From an optimization exercise on the open Yosys and OpenROAD flow, aimed at a short achievable clock period and few clock cycles per item; shortcuts taken in it are not production practice. Where RTL was checked, it was by simulation tests only, not by an equivalence proof against the original. For run 2, only the layout was checked, not whether the RTL still works. No activity file was given, so power comes from the tool's default toggle rates.

==> flow/design.v <==
module se_crc16 (
  input  wire [15:0] c,
  input  wire [7:0]  b,
  output reg  [15:0] n
);
  integer j;
  always @(*) begin
    n = c;
    for (j = 0; j < 8; j = j + 1)
      n = {n[14:0], 1'b0} ^ ((b[j] ^ n[15]) ? 16'h8005 : 16'h0000);
  end
endmodule
module se_sfifo #(parameter W = 8, parameter D = 4) (
  input  wire         clk,
  input  wire         clr,
  input  wire         push,
  input  wire [W-1:0] din,
  input  wire         pop,
  output wire [W-1:0] head,
  output reg  [D-1:0] vld     
);
  reg  [W*D-1:0]     ev;
  wire [D:0]         vx = {1'b0, vld};
  wire [D:0]         vp = {vld, 1'b1};
  wire [W*(D+1)-1:0] ex = {din, ev};
  integer i;
  assign head = ev[W-1:0];
  always @(posedge clk) begin
    for (i = 0; i < D; i = i + 1) begin
      if (pop) begin
        if (vx[i+1]) ev[i*W +: W] <= ex[(i+1)*W +: W];
        else if (push) ev[i*W +: W] <= din;
      end else if (push && !vld[i] && vp[i]) begin
        ev[i*W +: W] <= din;
      end
      if (clr) vld[i] <= 1'b0;
      else if (pop) vld[i] <= vx[i+1] | (push & vld[i]);
      else if (push) vld[i] <= vld[i] | vp[i];
    end
  end
endmodule
module se_ofifo #(parameter W = 8, parameter D = 4) (
  input  wire         clk,
  input  wire         clr,
  input  wire         push,
  input  wire [W-1:0] din,
  input  wire         pop,
  output reg  [W-1:0] head,
  output reg  [D-1:0] cnt     
);
  reg [W*D-1:0] ev;
  reg [D-1:0]   wr, rd;
  integer i;
  always @(*) begin
    head = {W{1'b0}};
    for (i = 0; i < D; i = i + 1)
      head = head | ({W{rd[i]}} & ev[i*W +: W]);
  end
  always @(posedge clk) begin
    for (i = 0; i < D; i = i + 1)
      if (push && wr[i]) ev[i*W +: W] <= din;
    if (clr) begin
      wr  <= {{(D-1){1'b0}}, 1'b1};
      rd  <= {{(D-1){1'b0}}, 1'b1};
      cnt <= {D{1'b0}};
    end else begin
      if (push) wr <= {wr[D-2:0], wr[D-1]};
      if (pop)  rd <= {rd[D-2:0], rd[D-1]};
      if (pop)
        cnt <= push ? cnt : {1'b0, cnt[D-1:1]};
      else if (push)
        cnt <= {cnt[D-2:0], 1'b1};
    end
  end
endmodule
module se_hofifo #(parameter W = 8, parameter D = 16) (
  input  wire         clk,
  input  wire         clr,
  input  wire         push,
  input  wire [W-1:0] din,
  input  wire         pop,
  output reg  [W-1:0] head,
  output reg          hv,      
  output wire         full
);
  wire [W-1:0] bhead;
  wire [D-1:0] bcnt;
  wire         bne   = bcnt[0];
  wire         hload = pop | ~hv;
  wire         bpush = push & ((hv & ~pop) | bne);
  wire         bpop  = hload & bne;
  assign full = bcnt[D-1];
  se_ofifo #(.W(W), .D(D)) u_body (
    .clk(clk), .clr(clr), .push(bpush), .din(din),
    .pop(bpop), .head(bhead), .cnt(bcnt)
  );
  always @(posedge clk) begin
    if (hload) head <= bne ? bhead : din;
    if (clr) hv <= 1'b0;
    else if (hload) hv <= bne | push;
  end
endmodule
module se_framer (
  input  wire        clk,
  input  wire        rst,
  input  wire        cmd_valid,
  output wire        cmd_ready,
  input  wire [1:0]  cmd_op,
  input  wire [7:0]  cmd_len,
  input  wire [7:0]  cmd_opcode,
  input  wire [7:0]  cmd_p1,
  input  wire [15:0] cmd_p2,
  input  wire        in_valid,
  output wire        in_ready,
  input  wire [7:0]  in_data,
  input  wire        in_last,
  output wire        out_valid,
  input  wire        out_ready,
  output wire [7:0]  out_data,
  output wire        res_valid,
  input  wire        res_ready,
  output wire [2:0]  res_err,
  output wire [15:0] res_crc,
  output wire [4:0]  res_attempts
);
  localparam integer MAXF = 3;     
  localparam integer PQD  = 16;    
  localparam [1:0] K_CRC = 2'd0, K_SEND = 2'd1, K_RECV = 2'd2, K_NONE = 2'd3;
  reg        cr_q;
  reg  [2:0] nfl;         
  reg        rf_q;        
  wire cmd_fire = cmd_valid & cr_q;
  assign cmd_ready = cr_q;
  wire [15:0] ga1, ga2, ga3, ga4, gb1, gb2;
  se_crc16 u_ga1 (.c(16'h0000), .b(cmd_opcode),   .n(ga1));
  se_crc16 u_ga2 (.c(ga1),      .b(cmd_p1),       .n(ga2));
  se_crc16 u_ga3 (.c(ga2),      .b(8'h00),        .n(ga3));
  se_crc16 u_ga4 (.c(ga3),      .b(8'h00),        .n(ga4));
  se_crc16 u_gb1 (.c(16'h0000), .b(cmd_p2[7:0]),  .n(gb1));
  se_crc16 u_gb2 (.c(gb1),      .b(cmd_p2[15:8]), .n(gb2));
  reg        c1_v;
  reg  [1:0] c1_kind;
  reg  [2:0] c1_err;
  reg        c1_snd;      
  reg  [7:0] c1_a;        
  reg        c1_a1;       
  reg  [7:0] c1_len, c1_L, c1_opc, c1_p1;
  reg [15:0] c1_p2;
  reg        c1_p0, c1_p1f;
  reg [15:0] c1_ga;       
  reg [15:0] c1_gb;       
  always @(posedge clk) begin
    c1_v   <= cmd_fire & ~rst;
    c1_len <= cmd_len;
    c1_L   <= cmd_len + 8'd7;
    c1_opc <= cmd_opcode;
    c1_p1  <= cmd_p1;
    c1_p2  <= cmd_p2;
    c1_ga  <= ga4;
    c1_gb  <= gb2;
    c1_p0  <= (cmd_len == 8'd0);
    c1_p1f <= (cmd_len == 8'd1);
    c1_a   <= (cmd_op == 2'd2) ? cmd_len + 8'd2 : cmd_len;
    c1_a1  <= (cmd_op != 2'd2) && (cmd_len == 8'd1);
    c1_snd <= (cmd_op == 2'd1) && (cmd_len <= 8'd248);
    case (cmd_op)
      2'd0: begin
        c1_kind <= (cmd_len == 8'd0) ? K_NONE : K_CRC;
        c1_err  <= 3'd0;
      end
      2'd1: begin
        c1_kind <= (cmd_len > 8'd248 || cmd_len == 8'd0) ? K_NONE : K_SEND;
        c1_err  <= (cmd_len > 8'd248) ? 3'd4 : 3'd0;
      end
      2'd2: begin
        c1_kind <= (cmd_len > 8'd252) ? K_NONE : K_RECV;
        c1_err  <= (cmd_len > 8'd252) ? 3'd4 : 3'd0;
      end
      default: begin
        c1_kind <= K_NONE;
        c1_err  <= 3'd5;
      end
    endcase
  end
  wire [15:0] f1, f2, f3, f4, f5;
  se_crc16 u_f1 (.c(16'h0000), .b(c1_L),  .n(f1));
  se_crc16 u_f2 (.c(f1),       .b(8'h00), .n(f2));
  se_crc16 u_f3 (.c(f2),       .b(8'h00), .n(f3));
  se_crc16 u_f4 (.c(f3),       .b(8'h00), .n(f4));
  se_crc16 u_f5 (.c(f4),       .b(8'h00), .n(f5));
  wire [15:0] hcrc = f5 ^ c1_ga ^ c1_gb;
  localparam integer CQW = 2 + 3 + 1 + 8 + 1 + 16;
  wire [CQW-1:0]  cq_h;
  wire [MAXF-1:0] cq_cnt;
  wire            cq_pop;
  se_ofifo #(.W(CQW), .D(MAXF)) u_cq (
    .clk(clk), .clr(rst), .push(c1_v),
    .din({c1_kind, c1_err, c1_snd, c1_a, c1_a1, c1_snd ? hcrc : 16'h0000}),
    .pop(cq_pop), .head(cq_h), .cnt(cq_cnt)
  );
  localparam integer SQW = 8 + 8 + 8 + 8 + 16 + 2;
  wire [SQW-1:0]  sq_h;
  wire [MAXF-1:0] sq_cnt;
  wire            sq_pop;
  se_ofifo #(.W(SQW), .D(MAXF)) u_sq (
    .clk(clk), .clr(rst), .push(c1_v & c1_snd),
    .din({c1_len, c1_L, c1_opc, c1_p1, c1_p2, c1_p0, c1_p1f}),
    .pop(sq_pop), .head(sq_h), .cnt(sq_cnt)
  );
  wire [7:0]  sqh_len = sq_h[49:42];
  wire [7:0]  sqh_L   = sq_h[41:34];
  wire [7:0]  sqh_opc = sq_h[33:26];
  wire [7:0]  sqh_p1  = sq_h[25:18];
  wire [15:0] sqh_p2  = sq_h[17:2];
  wire        sqh_p0  = sq_h[1];
  wire        sqh_p1f = sq_h[0];
  reg        ir_q;
  reg        ib_v;
  reg  [7:0] ib_d;
  reg        ib_l;
  assign in_ready = ir_q;
  always @(posedge clk) begin
    ib_d <= in_data;
    ib_l <= in_last;
    ib_v <= in_valid & ir_q & ~rst;
  end
  wire [15:0] ib_bb;
  se_crc16 u_bb (.c(16'h0000), .b(ib_d), .n(ib_bb));
  wire [24:0] iq_h;
  wire [3:0]  iq_vld;
  wire        take;
  se_sfifo #(.W(25), .D(4)) u_iq (
    .clk(clk), .clr(rst), .push(ib_v), .din({ib_l, ib_d, ib_bb}),
    .pop(take), .head(iq_h), .vld(iq_vld)
  );
  wire in_room = (ib_v & ir_q)  ? ~iq_vld[1] :
                 (ib_v | ir_q)  ? ~iq_vld[2] : ~iq_vld[3];
  wire in_dem  = nfl[0] | c1_v | cmd_fire;
  always @(posedge clk)
    ir_q <= ~rst & in_room & in_dem;
  reg        nx_v;
  reg  [1:0] nx_kind;
  reg  [2:0] nx_err;
  reg        nx_snd;
  reg  [7:0] nx_a;
  reg        nx_a1;
  reg [15:0] nx_init;
  assign cq_pop = ~nx_v & cq_cnt[0];
  reg        ip_v;
  reg  [1:0] ip_kind;
  reg  [2:0] ip_err;
  reg        ip_snd;
  reg  [7:0] ip_rem;      
  reg        ip_rem1;
  reg  [7:0] ip_k1;       
  reg  [7:0] ip_k;        
  reg [15:0] crc_q;       
  reg  [7:0] togo;        
  reg        t0, t1;      
  reg        first;
  reg        len_ok;
  reg        lo_ok;       
  reg  [4:0] att;
  reg        att20;
  wire       pq_full;
  wire [7:0]  b  = iq_h[23:16];
  wire        bl = iq_h[24];
  wire [15:0] bb = iq_h[15:0];
  wire [15:0] czero;
  se_crc16 u_crc (.c(crc_q), .b(8'h00), .n(czero));
  wire [15:0] cnext = czero ^ bb;
  reg ip_cs;      
  reg ip_rv;      
  reg ip_sd;      
  reg ip_nn;      
  wire is_recv = ip_rv;
  wire is_send = ip_sd;
  assign take  = (ip_cs | ip_rv) & iq_vld[0] & ~(ip_sd & pq_full);
  wire done_none  = ip_nn;
  wire done_cs    = take & ip_cs & ip_rem1;
  wire done_full  = take & is_recv & t0;
  wire done_short = take & is_recv & ~t0 & bl & att20;
  wire done       = done_none | done_cs | done_full | done_short;
  wire adv        = ~ip_v | done;
  reg        pr_v;
  reg  [2:0] pr_err;
  reg  [4:0] pr_att;
  reg        pr_snd;
  reg [15:0] pr_crc;
  wire restart = take & is_recv & ~t0 & bl;
  wire c_init  = adv | restart;
  wire c_step  = take & ~(is_recv & (t0 | t1));
  wire [15:0] c_new = c_init ? (nx_init & {16{adv}}) : cnext;
  always @(posedge clk) begin
    pr_v   <= done & ~rst;
    pr_snd <= ip_snd;
    pr_att <= (is_recv & ~t0) ? 5'd21 : att + 5'd1;
    pr_crc <= ip_kind[1] ? crc_q : cnext;
    if (ip_kind == K_NONE)
      pr_err <= ip_err;
    else if (is_recv)
      pr_err <= ~t0 ? 3'd1 : !len_ok ? 3'd2 : (!lo_ok || b != crc_q[15:8]) ? 3'd3 : 3'd0;
    else
      pr_err <= 3'd0;
  end
  always @(posedge clk) begin
    crc_q <= (c_init | c_step) ? c_new : crc_q;
    if (take) begin
      ip_rem  <= ip_rem - 8'd1;
      ip_rem1 <= (ip_rem == 8'd2);
    end
    if (take & is_recv) begin
      if (first) len_ok <= (b == ip_k);
      first <= 1'b0;
      if (t1) lo_ok <= (b == crc_q[7:0]);
      if (~t0 & bl) begin
        att      <= att + 5'd1;
        att20    <= (att == 5'd19);
        togo     <= ip_k1;
        t0       <= 1'b0;
        t1       <= 1'b0;
        first    <= 1'b1;
      end else begin
        togo <= togo - 8'd1;
        t1   <= (togo == 8'd2);
        t0   <= t1;
      end
    end
    if (adv) begin
      ip_kind  <= nx_kind;
      ip_err   <= nx_err;
      ip_snd   <= nx_snd;
      ip_rem   <= nx_a;
      ip_rem1  <= nx_a1;
      ip_k1    <= nx_a;
      ip_k     <= nx_a + 8'd1;
      togo     <= nx_a;
      t0       <= 1'b0;
      t1       <= 1'b0;
      first    <= 1'b1;
      att      <= 5'd0;
      att20    <= 1'b0;
    end
    if (cq_pop) begin
      nx_kind <= cq_h[CQW-1 -: 2];
      nx_err  <= cq_h[CQW-3 -: 3];
      nx_snd  <= cq_h[CQW-6];
      nx_a    <= cq_h[CQW-7 -: 8];
      nx_a1   <= cq_h[16];
      nx_init <= cq_h[15:0];
    end
    if (adv) begin
      ip_cs <= nx_v & ~nx_kind[1];
      ip_rv <= nx_v & (nx_kind == K_RECV);
      ip_sd <= nx_v & (nx_kind == K_SEND);
      ip_nn <= nx_v & (nx_kind == K_NONE);
    end
    if (rst) begin
      ip_v  <= 1'b0;
      nx_v  <= 1'b0;
      ip_cs <= 1'b0;
      ip_rv <= 1'b0;
      ip_sd <= 1'b0;
      ip_nn <= 1'b0;
    end else begin
      if (adv) ip_v <= nx_v;
      if (~nx_v) nx_v <= cq_cnt[0];
      else if (adv) nx_v <= 1'b0;
    end
  end
  wire [7:0]     pq_h;
  wire           pq_ne;
  wire           pq_pop;
  se_hofifo #(.W(8), .D(PQD)) u_pq (
    .clk(clk), .clr(rst), .push(take & is_send), .din(b),
    .pop(pq_pop), .head(pq_h), .hv(pq_ne), .full(pq_full)
  );
  wire [15:0]     sc_h;
  wire [MAXF-1:0] sc_cnt;
  wire            sc_pop;
  se_ofifo #(.W(16), .D(MAXF)) u_sc (
    .clk(clk), .clr(rst), .push(pr_v & pr_snd), .din(pr_crc),
    .pop(sc_pop), .head(sc_h), .cnt(sc_cnt)
  );
  localparam integer RQW = 3 + 16 + 5 + 1;
  wire [RQW-1:0]  rq_h;
  wire [MAXF-1:0] rq_cnt;
  wire            rq_pop;
  se_ofifo #(.W(RQW), .D(MAXF)) u_rq (
    .clk(clk), .clr(rst), .push(pr_v), .din({pr_err, pr_crc, pr_att, pr_snd}),
    .pop(rq_pop), .head(rq_h), .cnt(rq_cnt)
  );
  reg  [8:0] ph;          
  reg  [7:0] prem;        
  reg        prem1;
  reg        m_v;         
  reg  [7:0] m_d;
  reg        m_l;         
  reg        ol_q;        
  reg  [7:0] hb;
  wire [7:0] hb_next = ({8{ph[0]}} & sqh_L)        |
                       ({8{ph[1]}} & sqh_opc)      |
                       ({8{ph[2]}} & sqh_p1)       |
                       ({8{ph[3]}} & sqh_p2[7:0])  |
                       ({8{ph[4]}} & sqh_p2[15:8]);
  wire       ph_h = ph[1] | ph[2] | ph[3] | ph[4] | ph[5];
  wire [7:0] obyte = ({8{ph[0]}} & 8'h03)        |
                     ({8{ph_h}}  & hb)           |
                     ({8{ph[6]}} & pq_h)         |
                     ({8{ph[7]}} & sc_h[7:0])    |
                     ({8{ph[8]}} & sc_h[15:8]);
  wire oav    = sq_cnt[0] & (ph[6] ? pq_ne : (ph[7] | ph[8]) ? sc_cnt[0] : 1'b1);
  wire m_free = ~m_v | out_ready;
  wire o_push = m_free & oav;
  assign pq_pop = o_push & ph[6];
  assign sc_pop = o_push & ph[8];
  assign sq_pop = o_push & ph[8];
  always @(posedge clk) begin
    if (rst) begin
      ph <= 9'd1;
    end else if (o_push) begin
      ph[0] <= ph[8];
      ph[1] <= ph[0];
      ph[2] <= ph[1];
      ph[3] <= ph[2];
      ph[4] <= ph[3];
      ph[5] <= ph[4];
      ph[6] <= (ph[5] & ~sqh_p0) | (ph[6] & ~prem1);
      ph[7] <= (ph[5] & sqh_p0) | (ph[6] & prem1);
      ph[8] <= ph[7];
    end
    if (o_push)
      hb <= hb_next;
    if (o_push) begin
      if (ph[5]) begin
        prem  <= sqh_len;
        prem1 <= sqh_p1f;
      end else begin
        prem  <= prem - 8'd1;
        prem1 <= (prem == 8'd2);
      end
    end
    m_d  <= m_free ? obyte : m_d;
    m_l  <= m_free ? ph[8] : m_l;
    m_v  <= ~rst & ((m_free & o_push) | ~m_free);
    ol_q <= ~rst & m_v & out_ready & m_l;
  end
  assign out_valid = m_v;
  assign out_data  = m_d;
  reg  [2:0]     otok;    
  reg            r_v;
  reg [RQW-1:1]  r_d;
  wire rqh_snd = rq_h[0];
  wire r_free  = ~r_v | res_ready;
  wire r_push  = r_free & rq_cnt[0] & (~rqh_snd | otok[0]);
  wire otok_dn = r_push & rqh_snd;
  assign rq_pop = r_push;
  always @(posedge clk) begin
    if (rst)
      otok <= 3'd0;
    else if (otok_dn)
      otok <= ol_q ? otok : {1'b0, otok[2:1]};
    else if (ol_q)
      otok <= {otok[1:0], 1'b1};
    r_d  <= r_free ? rq_h[RQW-1:1] : r_d;
    r_v  <= ~rst & ((r_free & r_push) | ~r_free);
    rf_q <= ~rst & r_v & res_ready;
  end
  assign res_valid    = r_v;
  assign res_err      = r_d[RQW-1 -: 3];
  assign res_crc      = r_d[RQW-4 -: 16];
  assign res_attempts = r_d[5:1];
  wire cr_next = (c1_v & cr_q) ? ~nfl[0] :
                 (c1_v | cr_q) ? ~nfl[1] : ~nfl[2];
  always @(posedge clk) begin
    if (rst) begin
      nfl  <= 3'd0;
      cr_q <= 1'b0;
    end else begin
      if (c1_v & ~rf_q)
        nfl <= {nfl[1:0], 1'b1};
      else if (~c1_v & rf_q)
        nfl <= {1'b0, nfl[2:1]};
      cr_q <= cr_next;
    end
  end
endmodule
==> flow/run.sh <==
#!/bin/bash
# synth_recipe.tcl (not shown) runs the flow's synth.tcl, then flattens the netlist and writes it again
# the make line also repeats each setting of config.mk as NAME=value (left out here)
make -C /OpenROAD-flow-scripts/flow DESIGN_CONFIG=/design/flow/config.mk WORK_HOME=/design/flow/orfs CLKGATE_MAP_FILE= SYNTH_SCRIPT=/design/flow/synth_recipe.tcl finish
==> flow/config.mk <==
export PLATFORM = sky130hd
export DESIGN_NAME = se_framer
export DESIGN_NICKNAME = se_framer
export VERILOG_FILES = /design/flow/design.v
export SDC_FILE = /design/flow/constraint.sdc
export NUM_CORES = 4
export LEC_CHECK = 0
export CAP_MARGIN = 20
export CORE_MARGIN = 2
export CORE_UTILIZATION = 75
export CTS_CLUSTER_DIAMETER = 100
export CTS_CLUSTER_SIZE = 24
export PLACE_DENSITY = 0.85
export SETUP_SLACK_MARGIN = 3.0
export SLEW_MARGIN = 20
==> flow/constraint.sdc <==
create_clock -name core_clock -period 5.0 [get_ports {clk}]
set_input_delay 1.0000 -clock core_clock [delete_from_list [all_inputs] [get_ports {clk}]]
set_output_delay 1.0000 -clock core_clock [all_outputs]
set_load 0.01 [all_outputs]
==> results of run 1 <==
## layout make-up
class                      count  area share (%)
sequential                   964           66.22
timing repair inverter         3         0.07206
inverter                     132           1.454
multi-input combinational   1197           22.29
clock inverter                 4          0.1347
timing repair buffer         204           4.722
tap                          607           1.902
clock buffer                  81           3.211
## final timing paths
kind / startpoint / end / slack [ns] / depth (start not counted)
setup / recovery: m_d[4] / out_data[4] / 2.77 / 1
hold / removal: ip_snd / pr_snd / 0.39 / 0
setup reg to reg: u_sq.rd[0] / hb[1] / 2.78 / 6
hold reg to reg: ip_snd / pr_snd / 0.39 / 0
## where the power goes
part / switching, mW / internal, mW
Clock: 2.40 / 1.78
Combinational: 0.503 / 0.447
Sequential: 0.164 / 8.74
## cells in the mapped netlist, types with 8 or more instances
library cell	n
edfxtp_1	707
dfxtp_1	257
nand2_1	187
a21oi_1	140
xnor2_1	137
a222oi_1	129
inv_1	129
clkbuf_1	102
nor2_1	97
xor2_1	63
o21ai_0	46
nand3_1	42
mux2_2	39
a22oi_1	31
and2_1	28
a221oi_1	26
and3_1	26
a22o_1	25
ha_1	15
mux2i_1	14
buf_2	13
nor3_1	13
nand4_1	11
o221ai_1	10
a31oi_1	9
o31ai_1	9
a41oi_1	8
buf_1	8
nor4_1	8
## per-layer routing
layer	share of wire, %	GRT usage, %	up-vias	wire length (um)
met2	48	53.77	1659	41330
li1	-	-	9342	-
met4	4.6	13.21	0	3926
met3	12	5.857	250	9979
met1	36	46.78	10850	30750
met5	0	0	-	0
## stage by stage
stage | std cells | worst slack [ns] | total power [mW]
finish | 3192 | 2.771 | 14.04
global route | 3192 | 2.743 | 14.34
global placement | 3016 | 1.450 | 9.817
detailed placement | 3016 | 1.462 | 9.858
floorplan | 2418 | 2.710 | 9.538
CTS | 3151 | 2.763 | 13.89
## state kept, by name, indices dropped and copies added (netlist names), 24 cells and up
| register | flops |
|---|---|
| r_d | 24 |
| u_cq.ev | 90 |
| u_iq.ev | 72 |
| u_pq.u_body.ev | 128 |
| u_rq.ev | 75 |
| u_sc.ev | 48 |
| u_sq.ev | 150 |
## cells by family (layout without fill, tap and decap cells)
logic type,after synthesis,after routing,share of synthesized area (%)
xor gates and xnor gates,208,208,5.382
adders and majority gates,15,15,0.5269
and+or+nand+nor,448,450,5.744
DFF,964,964,74.05
buffers and inverters,259,424,2.817
muxes,53,53,1.626
AOI/OAI and AO/OA,471,471,9.850
## repair_timing
| action | in CTS | in global routing |
|---|---|---|
| cloned | 8 | 3 |
| setup endpoints to repair | 579 | 409 |
| setup buffers | 42 | 38 |
| pin swaps | 32 | 34 |
| resized for setup | 278 | 75 |
==> metrics.md, run 1 <==
| Metric | Value |
|---|---|
| Seq cells post-synth | `964` |
| Leakage power | `13.94 nW` |
| Top post-synthesis cells by area | `edfxtp_1, dfxtp_1, a222oi_1` |
| Diodes inserted | `0` |
| Worst Setup Start Kind | `flop` |
| GRT overflow | `0` |
| WHS | `0.3912 ns` |
| Vias in the first global route | `21100` |
| Final Util | `85.41%` |
| EDFF count, synth | `707` |
| Nets@finish | `2620` |
| CP top delay family | `flip-flops` |
| Biggest area consumer among synthesized cells | `edfxtp_1` |
| Fmax | `448.7 MHz` |
| DR vias | `22100` |
| Die height | `221.9 um` |
| Peak supply drop | `0.3805 mV` |
| Area after DPL | `0.03726 mm^2` |
| Rows | `79` |
| Max cap viols | `0` |
| Pwr/cell area | `351.5 mW/mm^2` |
| Starting density of the core | `76.18%` |
| Multi-input gate area | `0.008901 mm^2` |
| Final period util | `44.57%` |
| Io pins | `93` |
| Commonest cells after routing, fill and taps aside | `edfxtp_1, dfxtp_1, nand2_1` |
| Most common cell after layout, fill and taps aside | `edfxtp_1` |
| Clk buf depth | `3` |
| First-pass GRT wire length | `124500 um` |
| Worst-path maximum fanout | `1` |
| Detail Route Antenna Nets | `0` |
| Most used DFF post-synth | `edfxtp_1` |
| CP max stage delay | `0.44 ns` |
| Reg area | `0.02644 mm^2` |
| Clock Skew | `0.03113 ns` |
| Filler cell count | `2047` |
| Post-synthesis async set-or-reset flop share | `0%` |
| Initial DRC Count | `3916` |
| Via density per instance | `6.923` |
| Crit Path Category | `reg2out` |
| Outcome | `finished clean` |
| Tot GR Track Use | `33.55%` |
| Core area | `0.04675 mm^2` |
| Crit path capture type | `primary output` |
| Syn_nets | `2490` |
| Port bufs | `92` |
| Crit path arrival time | `1.23 ns` |
| TritonRoute pass-1 iters | `10` |
| Num Clock Sinks | `964` |
| Synth warnings | `9` |
| Final GP Congestion | `0.9199` |
| Seq/Total Area, Yosys | `74.05%` |
| Hold buffers post-CTS | `0` |
| CP cell instances | `buf_2` |
| CTS tree | `done` |
| RSZ-0062 raised after global routing | `yes` |
| Clk Latency, worst-skew pair | `0.64 ns` |
| Post-synth top area share | `59.61%` |
| H-tree depth | `2` |
| Final hold violation count | `0` |
| Final setup fails | `0` |
| Post-route cell area | `0.03993 mm^2` |
| Cell count after synthesis | `2418` |
| Setup TNS | `0 ns` |
| Dpl hpwl | `50540 um` |
| Initial antenna violation count | `0` |
| Layout cells sized above 1 | `15.74%` |
| Total CTS buffers | `46` |
| Largest net degree at the start of global routing | `65` |
| Chip Width | `221.9 um` |
| Critical-path top delay cell | `edfxtp_1` |
| Synth-to-Final Area Change | `12.12%` |
| Final Slew Violations | `0` |
| Clock-pin transition on the worst setup and hold timing paths | `0.09 ns` |
| CP required | `4.00 ns` |
| Minimum clock period | `2.229 ns` |
| Mapped Area | `0.03562 mm^2` |
| Root Driver | `clkbuf_16` |
| Residual DRC | `0` |
| Relative slew slack | `34.95%` |
| Drt wl/cell | `26.94 um` |
| Mean Syn Cell Area | `14.73 um^2` |
| Tightest Pin Transition | `0.9757 ns` |
| Die ar. | `0.04925 mm^2` |
| HP Class | `reg2reg` |
| Buf/Inv on CP | `1` |
| DRT Wirelength | `85990 um` |
| Yosys cell types | `67` |
Testbench counts, summed over its fixed seeds: cycles 38,987, items 40,905.
==> inputs of run 2 (changes only) <==
--- a/flow/design.v
+++ b/flow/design.v
@@ -124,7 +124,7 @@
   output wire [4:0]  res_attempts
 );
   localparam integer MAXF = 3;     
-  localparam integer PQD  = 16;    
+  localparam integer PQD  = 32;    
   localparam [1:0] K_CRC = 2'd0, K_SEND = 2'd1, K_RECV = 2'd2, K_NONE = 2'd3;
   reg        cr_q;
   reg  [2:0] nfl;         
--- a/flow/config.mk
+++ b/flow/config.mk
@@ -7,9 +7,9 @@
 export LEC_CHECK = 0
 export CAP_MARGIN = 20
 export CORE_MARGIN = 2
-export CORE_UTILIZATION = 75
+export CORE_UTILIZATION = 60
 export CTS_CLUSTER_DIAMETER = 100
 export CTS_CLUSTER_SIZE = 24
-export PLACE_DENSITY = 0.85
+export PLACE_DENSITY = 0.7
 export SETUP_SLACK_MARGIN = 3.0
 export SLEW_MARGIN = 20
==> metrics.md, run 2 <==
| Metric | Value |
|---|---|
| Pwr/cell area | `341.8 mW/mm^2 (-2.7%)` |
| EDFF count, synth | `835 (+18%)` |
| Fmax | `446.9 MHz (-0.39%)` |
| Post-synthesis async set-or-reset flop share | `0% (unchanged)` |
| H-tree depth | `2 (unchanged)` |
| RSZ-0062 raised after global routing | `yes` |
| Port bufs | `92 (unchanged)` |
| Crit Path Category | `reg2out` |
| CP max stage delay | `0.43 ns (about the same)` |
| Num Clock Sinks | `1140 (+18%)` |
| Seq/Total Area, Yosys | `74.50% (+0.45 points)` |
| Tot GR Track Use | `29.28% (-4.3 points)` |
| Largest registers | `u_pq.u_body.ev: 256 flops, u_sq.ev: 150 flops, u_cq.ev: 90 flops` |
| HP Class | `reg2reg` |
| Final setup fails | `0 (unchanged)` |
| Largest register by flop count | `u_pq.u_body.ev` |
| Yosys cell types | `65 (-3.0%)` |
| Mean Syn Cell Area | `14.51 um^2 (-1.5%)` |
| Clock Skew | `0.03424 ns (+0.003106 ns)` |
| Seq cells post-synth | `1140 (+18%)` |
| Biggest area consumer among synthesized cells | `edfxtp_1` |
| Critical-path top delay cell | `edfxtp_1` |
| Filler cell count | `4684 (+130%)` |
| Final hold violation count | `0 (unchanged)` |
| Top-count cell post-synth | `edfxtp_1` |
| Total power | `16.19 mW (+15%)` |
| Buf/Inv on CP | `1 (unchanged)` |
| Die ar. | `0.07188 mm^2 (+46%)` |
| Synth warnings | `9 (unchanged)` |
| Leakage power | `16.31 nW (+17%)` |
| Chip Width | `268.1 um (+21%)` |
| Io pins | `93 (unchanged)` |
| Final GP Congestion | `0.9552 (+3.8%)` |
| Most common cell after layout, fill and taps aside | `edfxtp_1` |
| Most used DFF post-synth | `edfxtp_1` |
| CP cell instances | `buf_2` |
| Crit path arrival time | `1.24 ns (about the same)` |
| Starting density of the core | `60.81% (-15 points)` |
| Synth-to-Final Area Change | `13.16%` |
| Core area | `0.06883 mm^2 (+47%)` |
| DR vias | `25030 (+13%)` |
| Multi-input gate area | `0.01057 mm^2 (+19%)` |
| Crit path capture type | `primary output` |
| Peak supply drop | `0.3657 mV (-3.9%)` |
| Hold buffers post-CTS | `0 (unchanged)` |
| TritonRoute pass-1 iters | `9 (-1)` |
| Largest net degree at the start of global routing | `74 (+14%)` |
| Final Util | `68.81% (-17 points)` |
| Rows | `96 (+22%)` |
| GRT overflow | `0 (unchanged)` |
| Number of flip-flops in the largest register | `256 (+71%)` |
| Nets@finish | `3063 (+17%)` |
| Syn_nets | `2956 (+19%)` |
| Die height | `268.1 um (+21%)` |
| Setup TNS | `0 ns (unchanged)` |
| Post-synth top area share | `59.91% (+0.30 points)` |
| First-pass GRT wire length | `153900 um (+24%)` |
| Post-route cell area | `0.04736 mm^2 (+19%)` |
| CP top delay family | `flip-flops` |
| Commonest cells after routing, fill and taps aside | `edfxtp_1, dfxtp_1, nand2_1` |
| Relative slew slack | `35.49% (+0.53 points)` |
| CP required | `4.00 ns (about the same)` |
| Vias in the first global route | `23720 (+12%)` |
| Final period util | `44.75% (+0.18 points)` |
| Minimum clock period | `2.237 ns (+0.008800 ns)` |
| Worst Setup Start Kind | `flop` |
| Reg area | `0.03127 mm^2 (+18%)` |
| Cell count after synthesis | `2884 (+19%)` |
| Tightest Pin Transition | `0.9677 ns (-0.008002 ns)` |
| Final Slew Violations | `0 (unchanged)` |
| Drt wl/cell | `26.83 um (-0.42%)` |
| Top post-synthesis cells by area | `edfxtp_1, dfxtp_1, a222oi_1` |
| Clk Latency, worst-skew pair | `0.66 ns (+0.02 ns)` |
| Layout cells sized above 1 | `16.31% (+0.57 points)` |
| DRT Wirelength | `106400 um (+24%)` |
| Via density per instance | `6.312 (-8.8%)` |
| Synth cell count leaders | `edfxtp_1, dfxtp_1, nand2_1` |
| Worst-path maximum fanout | `1 (unchanged)` |
| Detail Route Antenna Nets | `0 (unchanged)` |
| Initial antenna violation count | `1 (+1)` |
| Root Driver | `clkbuf_16` |
| Initial DRC Count | `3809 (-2.7%)` |
| Outcome | `finished clean` |
| Clk buf depth | `3 (unchanged)` |
| Diodes inserted | `0 (unchanged)` |
| WHS | `0.3573 ns (-0.03394 ns)` |
| Dpl hpwl | `66630 um (+32%)` |
| Area after DPL | `0.04404 mm^2 (+18%)` |
| CTS tree | `done` |
| Residual DRC | `0 (unchanged)` |
| Total CTS buffers | `53 (+15%)` |
| Clock-pin transition on the worst setup and hold timing paths | `0.10 ns (about the same)` |
| Max cap viols | `0 (unchanged)` |
| Mapped Area | `0.04185 mm^2 (+18%)` |
run 2: cells by family (layout without fill, tap and decap cells):
kind of cell,after synthesis,after routing,synth area share (%)
AND/OR/NAND/NOR,583,586,6.347
AO/OA/AOI/OAI,584,584,10.05
flip-flops,1140,1140,74.50
XOR/XNOR,203,203,4.419
buffers and inverters,307,455,2.879
multiplexers,52,52,1.360
adder cells (fa/ha/maj),15,15,0.4484
run 2: routing by layer:
metal	up-vias	global-route usage, %	part of all wire (%)
li1	11060	-	-
met1	12520	42.00	40
met2	1291	46.93	48
met3	164	4.875	9.4
met4	0	8.018	2.9
met5	-	0	0
run 2: cell type report:
cell class                 count  share of cell area (%)
sequential                  1140                   66.02
multi-input combinational   1440                   22.32
timing repair buffer         207                   4.394
clock buffer                  95                   3.133
tap                          931                   2.460
inverter                     146                   1.506
clock inverter                 4                  0.1215
timing repair inverter         3                 0.05020
run 2: where the power goes:
group	leakage, nW	total (mW)	switching (mW)	internal (mW)
clock network	0.728	4.88	2.84	2.04
registers	10.2	10.4	0.160	10.3
logic	5.35	0.865	0.462	0.403
total	16.3	16.2	3.46	12.7
run 2: metrics by stage:
step                      setup slack [ns]  instances
after global routing                 2.713       3966
after CTS                            2.707       3930
after global placement               1.456       3780
after detailed placement             1.397       3780
after floorplan                      2.709       2884
final                                2.763       3966
run 2: worst paths after layout:
check | start | slack (ns) | endpoint | cells after the start
worst max register to register | u_sq.rd[1] | 2.85 | hb[4] | 6
worst min-delay path | ip_snd | 0.36 | pr_snd | 0
worst min register to register | ip_snd | 0.36 | pr_snd | 0
worst max-delay path | r_d[22] | 2.76 | res_err[0] | 1
run 2: worst reg2reg max path, delay by kind of cell (launching register included):
kind / cells / cell delay (ns)
flip-flops: 1 / 0.36
AO/OA/AOI/OAI: 3 / 1.11
buffers and inverters: 3 / 0.41
run 2: timing repair:
action                                  CTS  global route
gates resized for setup                 323            94
pin swaps                                40            26
gates cloned                             11             5
endpoints found under the setup margin  853           485
setup buffers                            40            31
==> inputs of run 3 (changes only) <==
--- a/flow/design.v
+++ b/flow/design.v
@@ -124,7 +124,7 @@
   output wire [4:0]  res_attempts
 );
   localparam integer MAXF = 3;     
-  localparam integer PQD  = 32;    
+  localparam integer PQD  = 16;    
   localparam [1:0] K_CRC = 2'd0, K_SEND = 2'd1, K_RECV = 2'd2, K_NONE = 2'd3;
   reg        cr_q;
   reg  [2:0] nfl;         
==> metrics.md, run 3 <==
| Metric | Value |
|---|---|
| Outcome | `finished clean` |
| Vias in the first global route | `19700 (-17%)` |
| Via density per instance | `6.147 (-2.6%)` |
| Crit path capture type | `flop` |
| Crit path arrival time | `2.50 ns (+1.26 ns)` |
| H-tree depth | `2 (unchanged)` |
| Minimum clock period | `2.153 ns (-0.08459 ns)` |
| Final GP Congestion | `0.9612 (+0.63%)` |
| Final hold violation count | `0 (unchanged)` |
| Final setup fails | `0 (unchanged)` |
| Post-synth top area share | `59.61% (-0.30 points)` |
| CP required | `5.35 ns (+1.35 ns)` |
| Detail Route Antenna Nets | `0 (unchanged)` |
| Most common cell after layout, fill and taps aside | `edfxtp_1` |
| Mean Syn Cell Area | `14.73 um^2 (+1.5%)` |
| Setup TNS | `0 ns (unchanged)` |
| EDFF count, synth | `707 (-15%)` |
| Syn_nets | `2490 (-16%)` |
| CP cell instances | `buf_12 > a222oi_1 > inv_1 > a222oi_1 > o221ai_1` |
| DR vias | `20680 (-17%)` |
| Number of flip-flops in the largest register | `150 (-41%)` |
| Filler cell count | `4032 (-14%)` |
| WHS Path Cells | `0 (unchanged)` |
| Core area | `0.05891 mm^2 (-14%)` |
| GRT overflow | `0 (unchanged)` |
| TritonRoute pass-1 iters | `14 (+5)` |
| Worst-path maximum fanout | `5 (+4)` |
| Pwr/cell area | `348.2 mW/mm^2 (+1.9%)` |
| Critical-path top delay cell | `a222oi_1` |
| Nets@finish | `2626 (-14%)` |
| Total CTS buffers | `46 (-13%)` |
| Max cap viols | `0 (unchanged)` |
| First-pass GRT wire length | `119400 um (-22%)` |
| Post-synthesis mux area share | `1.627% (+0.27 points)` |
| Initial antenna violation count | `0 (-1)` |
| Yosys cell types | `67 (+3.1%)` |
| Tightest Pin Transition | `0.9823 ns (+0.01462 ns)` |
| Critical Path Most Common Cell | `a222oi_1` |
| Top-count cell post-synth | `edfxtp_1` |
| DRT Wirelength | `80880 um (-24%)` |
| Initial DRC Count | `2690 (-29%)` |
| Post-Synth Adder-Cell Area | `0.5269% (+0.079 points)` |
| Mapped Area | `0.03562 mm^2 (-15%)` |
| Commonest cells after routing, fill and taps aside | `edfxtp_1, dfxtp_1, nand2_1` |
| Die ar. | `0.06133 mm^2 (-15%)` |
| R2r worst-path depth | `5 (-1)` |
| CTS tree | `done` |
| Cell count after synthesis | `2418 (-16%)` |
| Io pins | `93 (unchanged)` |
| Clock-pin transition on the worst setup and hold timing paths | `0.09 ns (about the same)` |
| Peak supply drop | `0.3876 mV (+6.0%)` |
| Clock Skew | `0.02802 ns (-0.006221 ns)` |
| Post-synthesis compound-gate area fraction | `9.850% (-0.20 points)` |
| Synth warnings | `9 (unchanged)` |
| Rows | `89 (-7.3%)` |
| Post-synthesis async set-or-reset flop share | `0% (unchanged)` |
| Clk buf depth | `3 (unchanged)` |
| Worst Setup Start Kind | `flop` |
| Final Slew Violations | `0 (unchanged)` |
| CP max stage delay | `0.62 ns (+0.19 ns)` |
| Root Driver | `clkbuf_16` |
| Residual DRC | `0 (unchanged)` |
| Largest net degree at the start of global routing | `58 (-22%)` |
| Synth-to-Final Area Change | `12.61%` |
| Fmax | `464.5 MHz (+3.9%)` |
| Seq/Total Area, Yosys | `74.05% (-0.45 points)` |
| Final period util | `43.06% (-1.7 points)` |
| Post-Synth Simple-Gate Area | `5.744% (-0.60 points)` |
| Final WS setup | `2.847 ns (+0.08459 ns)` |
| Drt wl/cell | `24.04 um (-10%)` |
| Layout cells sized above 1 | `15.63% (-0.68 points)` |
| Chip Width | `247.6 um (-7.6%)` |
| Synth Area in XOR/XNOR | `5.382% (+0.96 points)` |
| Top post-synthesis cells by area | `edfxtp_1, dfxtp_1, a222oi_1` |
| Most used DFF post-synth | `edfxtp_1` |
| Clk Latency, worst-skew pair | `0.62 ns (-0.04 ns)` |
| Largest registers | `u_sq.ev: 150 flops, u_pq.u_body.ev: 128 flops, u_cq.ev: 90 flops` |
| Leakage power | `13.96 nW (-14%)` |
| Largest family of logic cells by synthesized area | `compound AO/OA/AOI/OAI gates` |
| Seq cells post-synth | `964 (-15%)` |
| Starting density of the core | `60.46% (-0.35 points)` |
| Tot GR Track Use | `25.98% (-3.3 points)` |
| Diodes inserted | `0 (unchanged)` |
| Crit Path Category | `reg2reg` |
| HP Class | `reg2reg` |
| Num Clock Sinks | `964 (-15%)` |
| Total power | `13.97 mW (-14%)` |
| Port bufs | `92 (unchanged)` |
| Biggest area consumer among synthesized cells | `edfxtp_1` |
| RSZ-0062 raised after global routing | `yes` |
| Relative slew slack | `34.42% (-1.1 points)` |
| Pre-CTS WS | `1.489 ns (+0.09198 ns)` |
| Hold buffers post-CTS | `0 (unchanged)` |
| Synth cell count leaders | `edfxtp_1, dfxtp_1, nand2_1` |
| Die height | `247.6 um (-7.6%)` |
| Dpl hpwl | `51910 um (-22%)` |
| Largest register by flop count | `u_sq.ev` |
==> run 3: cell types whose count changed after synthesis, sizes merged, moves of 9 or more <==
cell,before,now
a21oi,194,141
a221oi,11,26
a22o,10,25
a22oi,125,31
and3,17,26
buf,37,25
clkbuf,124,102
dfxtp,305,257
edfxtp,835,707
inv,144,130
nand2,272,190
nand3,66,42
nand4,34,11
==> run 3: final cells by class <==
type                            count  area (um^2)  share of cell area [%]
Clock inverter                      4        53.80                  0.1341
Timing Repair inverter              3        28.78                 0.07175
Sequential cell                   964        26430                   65.90
Multi-Input combinational cell   1198         8890                   22.16
Clock buffer                       82         1286                   3.207
Inverter                          132        600.6                   1.497
Timing Repair Buffer              209         1851                   4.614
Tap cell                          773        967.2                   2.411
==> run 3: worst max-delay path, delay by kind of cell (launching register included) <==
kind                   cells  cell delay, ns
buffers and inverters      2            0.25
AOI/OAI and AO/OA          3            1.26
DFF                        1            0.37
==> run 3: power by group <==
part	internal, mW	switching, mW	total, mW
Clock	1.78	2.39	4.17
Sequential	8.74	0.148	8.89
Combinational	0.437	0.474	0.911
==> run 3: cell families (layout without fill, tap and decap cells) <==
family / after synthesis / count (layout)
flops: 964 / 964
compound gates: 471 / 471
simple gates: 448 / 451
buf+inv: 259 / 430
xor+xnor: 208 / 208
mux: 53 / 53
fa+ha+maj: 15 / 15
==> run 3: layer usage <==
metal | global-route usage (%) | part of all wire, % | vias up
met5 | 0 | 0 | -
met4 | 9.017 | 3.3 | 0
met3 | 5.017 | 8.1 | 137
met2 | 40.13 | 47 | 912
met1 | 37.40 | 42 | 10270
li1 | - | - | 9367
==> run 3: path summary, 6_finish.rpt <==
kind | from | endpoint | slack (ns)
max | u_sq.rd[0] | hb[2] | 2.85
min | ip_snd | pr_snd | 0.35
max reg2reg | u_sq.rd[0] | hb[2] | 2.85
min reg2reg | ip_snd | pr_snd | 0.35
==> run 3: through the flow <==
step	util, %	hold slack, ns	std cells	area [um^2]
final	68.09	0.3487	3365	40110
after detailed placement	63.67	0.3285	3187	37500
after CTS	67.03	0.3502	3322	39490
after global routing	68.09	0.3598	3365	40110
after floorplan	-	0.3233	2418	35930
after global placement	63.66	0.3325	3186	37500
==> run 3: repair_timing <==
action,CTS,global route
buffers inserted,44,38
gates cloned,5,5
pin swaps,40,29
resized for setup,292,65
endpoints found under the setup margin,599,385
Testbench counts of run 3, summed over its fixed seeds: cycles 38,987, items 40,905.
==> inputs of run 4 (changes only) <==
--- a/flow/config.mk
+++ b/flow/config.mk
@@ -8,8 +8,9 @@
 export CAP_MARGIN = 20
 export CORE_MARGIN = 2
 export CORE_UTILIZATION = 60
+export CTS_BUF_LIST = sky130_fd_sc_hd__clkbuf_8 sky130_fd_sc_hd__clkbuf_16
 export CTS_CLUSTER_DIAMETER = 100
-export CTS_CLUSTER_SIZE = 24
+export CTS_CLUSTER_SIZE = 16
 export PLACE_DENSITY = 0.7
 export SETUP_SLACK_MARGIN = 3.0
 export SLEW_MARGIN = 20
==> metrics.md, run 4 <==
| Metric | Value |
|---|---|
| Io pins | `93 (unchanged)` |
| WL met3 | `6440 um (-1.6%)` |
| Crit Path Category | `reg2reg` |
| GRT overflow | `0 (unchanged)` |
| Rows | `89 (unchanged)` |
| Mapped Area | `0.03562 mm^2 (unchanged)` |
| Layout cells sized above 1 | `16.21% (+0.59 points)` |
| Initial antenna violation count | `0 (unchanged)` |
| Final period util | `43.15% (+0.088 points)` |
| Pre-CTS WS | `1.489 ns (unchanged)` |
| HP Class | `reg2reg` |
| Final setup fails | `0 (unchanged)` |
| Diodes inserted | `0 (unchanged)` |
| Root Driver | `clkbuf_16` |
| Starting density of the core | `60.46% (unchanged)` |
| Vias in the first global route | `19980 (+1.4%)` |
| Setup TNS | `0 ns (unchanged)` |
| Worst Setup Start Kind | `flop` |
| Mean Syn Cell Area | `14.73 um^2 (unchanged)` |
| Post-Layout Cell Count | `3401 (+1.1%)` |
| Nets@finish | `2643 (+0.65%)` |
| DR vias | `20970 (+1.4%)` |
| Post-synthesis async set-or-reset flop share | `0% (unchanged)` |
| Die height | `247.6 um (unchanged)` |
| Via density per instance | `6.166 (+0.32%)` |
| Seq cells post-synth | `964 (unchanged)` |
| Syn_nets | `2490 (unchanged)` |
| Synth-to-Final Area Change | `14.38%` |
| CP required | `5.33 ns (-0.02 ns)` |
| Commonest cells after routing, fill and taps aside | `edfxtp_1, dfxtp_1, nand2_1` |
| Yosys cell types | `67 (unchanged)` |
| Biggest area consumer among synthesized cells | `edfxtp_1` |
| EDFF count, synth | `707 (unchanged)` |
| Crit path arrival time | `2.49 ns (about the same)` |
| Top-count cell post-synth | `edfxtp_1` |
| Dpl hpwl | `51910 um (unchanged)` |
| Core area | `0.05891 mm^2 (unchanged)` |
| Seq/Total Area, Yosys | `74.05% (unchanged)` |
| Initial DRC Count | `2811 (+4.5%)` |
| Max cap viols | `0 (unchanged)` |
| Drt wl/cell | `23.99 um (-0.17%)` |
| Minimum clock period | `2.157 ns (+0.004410 ns)` |
| Synth cell count leaders | `edfxtp_1, dfxtp_1, nand2_1` |
| Num Clock Sinks | `964 (unchanged)` |
| Residual DRC | `0 (unchanged)` |
| Cell count after synthesis | `2418 (unchanged)` |
| Final Slew Violations | `0 (unchanged)` |
| Clk Latency, worst-skew pair | `0.62 ns (about the same)` |
| Port bufs | `92 (unchanged)` |
| Die ar. | `0.06133 mm^2 (unchanged)` |
| Worst-path maximum fanout | `5 (unchanged)` |
| H-tree depth | `3 (+1)` |
| Post-synth top area share | `59.61% (unchanged)` |
| Outcome | `finished clean` |
| DRT Wirelength | `81600 um (+0.89%)` |
| Top post-synthesis cells by area | `edfxtp_1, dfxtp_1, a222oi_1` |
| Synth warnings | `9 (unchanged)` |
| Chip Width | `247.6 um (unchanged)` |
| Final WS setup | `2.843 ns (-0.004410 ns)` |
| Crit path capture type | `flop` |
| Most used DFF post-synth | `edfxtp_1` |
| Relative slew slack | `39.47% (+5.0 points)` |
| TritonRoute pass-1 iters | `7 (-7)` |
| Largest net degree at the start of global routing | `58 (unchanged)` |
| Number of flip-flops in the largest register | `150 (unchanged)` |
| Total CTS buffers | `70 (+52%)` |
| Tot GR Track Use | `26.57% (+0.59 points)` |
| Final GP Congestion | `0.9612 (unchanged)` |
| Clk buf depth | `3 (unchanged)` |
| Metal2 WL | `38620 um (+2.3%)` |
| Clock-pin transition on the worst setup and hold timing paths | `0.07 ns (-0.02 ns)` |
| Total power | `15.05 mW (+7.8%)` |
| Largest registers | `u_sq.ev: 150 flops, u_pq.u_body.ev: 128 flops, u_cq.ev: 90 flops` |
| Largest register by flop count | `u_sq.ev` |
| Pwr/cell area | `369.5 mW/mm^2 (+6.1%)` |
| Tightest Pin Transition | `0.9068 ns (-0.07552 ns)` |
| Highest metal used | `met4` |
| Placed insts | `3187 (unchanged)` |
| Final hold violation count | `0 (unchanged)` |
| Leakage power | `14.49 nW (+3.8%)` |
| Most common cell after layout, fill and taps aside | `edfxtp_1` |
| CTS tree | `done` |
| Wl on met1 | `34330 um (+1.2%)` |
| Peak supply drop | `0.3638 mV (-6.1%)` |
| Clock Skew | `0.01736 ns (-0.01065 ns)` |
| RSZ-0062 raised after global routing | `yes` |
| Fmax | `463.5 MHz (-0.20%)` |
| Detail Route Antenna Nets | `0 (unchanged)` |
| First-pass GRT wire length | `122100 um (+2.2%)` |
| WHS | `0.3442 ns (-0.004522 ns)` |
run 4: routing by layer:
layer	global-route usage [%]	up-vias
met3	4.022	122
met4	7.978	0
met5	0	-
met2	41.52	944
li1	-	9427
met1	39.10	10480
run 4: kinds of logic (layout without fill, tap and decap cells):
kind of cell | after synthesis | in the layout | synth area share, %
xor gates and xnor gates | 208 | 208 | 5.382
adders and majority gates | 15 | 15 | 0.5269
DFF | 964 | 964 | 74.05
muxes | 53 | 53 | 1.626
AOI/OAI and AO/OA | 471 | 471 | 9.850
and+or+nand+nor | 448 | 450 | 5.744
buffers and inverters | 259 | 467 | 2.817
run 4: critical path, stage by stage, from the launching register on:
cell and delay, ns:
dfxtp_4 0.37, buf_12 0.14, a222oi_1 0.61, inv_1 0.11, a222oi_1 0.44, o221ai_1 0.20
run 4: worst paths after layout:
| check | startpoint | endpoint | slack (ns) | cells past startpoint |
|---|---|---|---|---|
| setup / recovery | u_sq.rd[0] | hb[2] | 2.84 | 5 |
| hold / removal | ip_snd | pr_snd | 0.34 | 0 |
| setup reg to reg | u_sq.rd[0] | hb[2] | 2.84 | 5 |
| hold reg to reg | ip_snd | pr_snd | 0.34 | 0 |
run 4: stage by stage:
step	util (%)	area, um^2
detailed placement	63.67	37500
global route	69.16	40740
global placement	63.66	37500
floorplan	-	35930
finish	69.16	40740
CTS	68.38	40280
run 4: timing repair:
action / CTS / global route
resized for setup: 294 / 62
hold buffers: 0 / 0
setup buffers: 51 / 26
endpoints found under the setup margin: 599 / 440
gates cloned: 4 / 4
pin swaps: 42 / 26
run 4: power breakdown:
part	total (mW)	leakage, nW	internal, mW	switching [mW]
registers	8.89	8.68	8.74	0.147
logic	0.907	4.62	0.437	0.470
clock network	5.26	1.20	2.61	2.65
total	15.1	14.5	11.8	3.26
run 4: cell type report:
| class | count | area (um^2) |
|---|---|---|
| fillers | 4000 | 18170 |
| flip-flops and latches | 964 | 26430 |
| repair inverters | 3 | 28.78 |
| repair buffers | 203 | 1774 |
| clock inverters | 58 | 301.5 |
| inverters | 132 | 586.8 |
| clock buffers | 71 | 1777 |
| well taps | 773 | 967.2 |
| multi-input cells | 1197 | 8871 |

## afterwards: timing with drivers on the ports
Ports are ideal in the flow. The routed layouts listed here were re-timed in OpenROAD. Step 1 assumes that a clkbuf_16 drives the clock port and a buf_2 every other input. Step 2, shift: input delay + t, output delay - t, t = (earliest + latest rising clock arrival at the registers) / 2. This alone moves slack from input paths to output paths. Slacks: ideal / step 1 / step 2; pairs: ideal / step 1.
run | shift t [ns] | slack for setup (ns) | slew at the worst register clock pin (ns) | worst data-port slew with drivers (ns)
run 1 | 0.678 | 2.771 / 2.714 / 2.328 | 0.10 / 0.10 | 0.05
run 2 | 0.716 | 2.763 / 2.695 / 2.383 | 0.10 / 0.10 | 0.04
run 3 | 0.671 | 2.847 / 2.805 / 2.362 | 0.10 / 0.10 | 0.05
run 4 | 0.671 | 2.843 / 2.797 / 2.343 | 0.08 / 0.08 | 0.05
After both steps setup and hold are still met in every run listed. For run 4, which loses most, drivers alone change the setup slack by -0.046 ns; drivers and shift together by -0.500 ns.
